Source: an optimization exercise on an open RTL-to-GDS flow (aim: small area). Production flows keep margins and buffers that such runs may drop.
The RTL was checked by simulation tests, not by an equivalence proof against the original design.

==> flow/design.v (excerpt) <==
module ccsds_framer (
    input  wire         clk,
    input  wire         rst,           
    input  wire         rx_valid,
    input  wire [1:0]   rx_kind,       
    input  wire [7:0]   rx_data,
    output wire         rx_ready,
    input  wire         stop_req,
    output wire         tx_valid,
    input  wire         tx_ready,
    input  wire         tx_open,
    output wire         tx_eos,
    output wire [2:0]   tx_version,
    output wire         tx_type,
    output wire         tx_shf,
    output wire [10:0]  tx_apid,
    output wire [1:0]   tx_seqflags,
    output wire [13:0]  tx_seqcnt,
    output wire [15:0]  tx_dlen,
    output wire [31:0]  tx_sh_week,
    output wire [31:0]  tx_sh_ms,
    output wire [5:0]   tx_ud_len,
    output wire [495:0] tx_ud,         
    output wire [15:0]  tx_checksum,
    output wire [2:0]   state,
    output wire [3:0]   err_cause,
    output wire [1:0]   err_phase,
    output wire [16:0]  err_count,
    output wire         done,
    output wire         fault
);
For scale: ~5200 cells after synthesis, ~2800 flip-flops.
Settings: LEC_CHECK=0, CAP_MARGIN=20, CORE_MARGIN=2, CORE_UTILIZATION=65, CTS_BUF_LIST=sky130_fd_sc_hd__clkbuf_8, PLACE_DENSITY=0.72, SLEW_MARGIN=20; clock period 10.0 ns.
run.sh (not shown) runs the stock make flow with config.mk's settings and CLKGATE_MAP_FILE= SYNTH_SCRIPT=/design/flow/synth_recipe.tcl, a recipe that flattens the netlist after the stock synthesis.
The starting point completed, yet does not pass: max-slew violations.
Rerun with:
- CORE_UTILIZATION: 65 -> 40
- CTS_BUF_LIST: sky130_fd_sc_hd__clkbuf_8 -> default
- PLACE_DENSITY: 0.72 -> default
After rerunning: The new run finished with max-slew violations left. Routed wire length went up by 9.4%. Critical path depth is unchanged. Die area climbs by 62%. Global-route usage shrinks by 10 points. First-iteration DRC count decreases by 13%.
Rerun with:
==> flow/flow/run.sh (new file) <==
#!/bin/bash
# Standard ORFS layout with three changes:
#  - ports are buffered with the smallest buffer (buf_1)
#  - CTS inserts no dummy loads
set -euo pipefail
cd "$(dirname "$0")/.."
bash standard.sh \
  "BUFFER_PORTS_ARGS=-buffer_cell sky130_fd_sc_hd__buf_1" \
  "CTS_ARGS=-sink_clustering_enable -repair_clock_nets -dont_use_dummy_load -buf_list sky130_fd_sc_hd__clkbuf_8" \
  finish > flow_make.log 2>&1
==> flow/standard.sh (new file) <==
#!/bin/bash
# synth_recipe.tcl (not shown) runs the flow's synth.tcl, then flattens the netlist and writes it again
# the make line also repeats each setting of config.mk as NAME=value (left out here)
make -C /OpenROAD-flow-scripts/flow DESIGN_CONFIG=/design/flow/config.mk WORK_HOME=/design/flow/orfs CLKGATE_MAP_FILE= SYNTH_SCRIPT=/design/flow/synth_recipe.tcl "${@:-finish}"
- CORE_UTILIZATION: 40 -> 65
- CTS_BUF_LIST: default -> sky130_fd_sc_hd__clkbuf_8
- PLACE_DENSITY: default -> 0.72
removed: flow/run.sh
=> The new run produced a clean layout; flip-flop and latch count stays the same; non-clock buffer count shrinks by 22; cell area shrinks by a little under a tenth.

## P
Another version of the RTL of ccsds_framer (not shown whole).
Size: roughly 5200 cells after synthesis, roughly 2800 flip-flops, roughly 680 I/O pins, ~96000 um^2 of cells after synthesis.
export LEC_CHECK = 0
export CAP_MARGIN = 20
export CORE_MARGIN = 2
export CORE_UTILIZATION = 65
export PLACE_DENSITY = 0.72
export SLEW_MARGIN = 20
create_clock -name core_clock -period 10.0 [get_ports {clk}]
standard.sh (not shown) runs the stock make flow with config.mk's settings and CLKGATE_MAP_FILE= SYNTH_SCRIPT=/design/flow/synth_recipe.tcl, a recipe that flattens the netlist after the stock synthesis.
==> flow/flow/run.sh <==
#!/bin/bash
# Standard ORFS layout (the standard.sh) with two changes:
#  - ports are buffered with the smallest buffer (buf_1)
#  - CTS uses clkbuf_8 and inserts no dummy loads
# make's full output goes to flow_make.log; ORFS keeps each tool's log under orfs/logs.
set -euo pipefail
cd "$(dirname "$0")/.."
bash standard.sh \
  "BUFFER_PORTS_ARGS=-buffer_cell sky130_fd_sc_hd__buf_1" \
  "CTS_ARGS=-sink_clustering_enable -repair_clock_nets -dont_use_dummy_load -buf_list {sky130_fd_sc_hd__clkbuf_8}" \
  finish > flow_make.log 2>&1
#### Input delta (R over P)
==> flow/flow/run.sh <==
#!/bin/bash
# Standard ORFS layout (the standard.sh) with two changes:
#  - ports are buffered with the smallest buffer (buf_1)
#  - CTS: clkbuf_16 root, clkbuf_8 elsewhere, sink clusters of up to 20
#    within 60 um, and no dummy loads
# make's full output goes to flow_make.log; ORFS keeps each tool's log under orfs/logs.
set -euo pipefail
cd "$(dirname "$0")/.."
bash standard.sh \
  "BUFFER_PORTS_ARGS=-buffer_cell sky130_fd_sc_hd__buf_1" \
  "CTS_ARGS=-sink_clustering_enable -repair_clock_nets -dont_use_dummy_load -buf_list {sky130_fd_sc_hd__clkbuf_8} -root_buf sky130_fd_sc_hd__clkbuf_16 -sink_clustering_size 20 -sink_clustering_max_diameter 60" \
  finish > flow_make.log 2>&1
### Flow results
Per the comparison of R with P, wire length per cell higher, utilization decreased 2.4 points, measured slew at the worst slew-check pin decreased 0.0084 ns.
When R is measured against P, its via count turns out 2.6% lower.
Cmp R vs P: number of buffers added by the clock tree synthesis step lower in R
From P to R the numbers moved as follows: maximum frequency picked up an extra about 3.5%, largest voltage drop on the vdd net lost 3.0%.
R gives less layout overhead on the synthesized area than P did.
Compared with P, R shows a lower clock-buffer cell count.

==> afterwards: timing with drivers on the ports <==
No port has a modelled driver above. Below, the same layouts with a new extraction and two added sets of constraints. Step 1 (the two cells are an assumption about what drives the block):
set clk [get_ports {clk}]
set_driving_cell -lib_cell sky130_fd_sc_hd__clkbuf_16 $clk
set_driving_cell -lib_cell sky130_fd_sc_hd__buf_2 [delete_from_list [all_inputs] $clk]
Step 2 times the ports against the registers' clock, not the clock port: input delays grow and output delays shrink by t, the midpoint of the rising clock arrivals with the driver on. a / b / c = no drivers / after step 1 / after step 2; a / b = the first two.
run	t (ns)	setup slack, ns	slew at the worst register clock pin (ns)	worst slew at a driven data input, ns
the first run of note 1	1.115	3.085 / 3.003 / 3.750	0.07 / 0.07	0.15
the second run of note 1	0.991	3.672 / 3.587 / 4.194	0.07 / 0.07	0.21
the third run of note 1	1.080	3.690 / 3.606 / 4.081	0.07 / 0.07	0.12
P	1.086	3.483 / 3.395 / 4.338	0.07 / 0.07	0.10
R	0.840	3.704 / 3.618 / 4.342	0.12 / 0.12	0.11
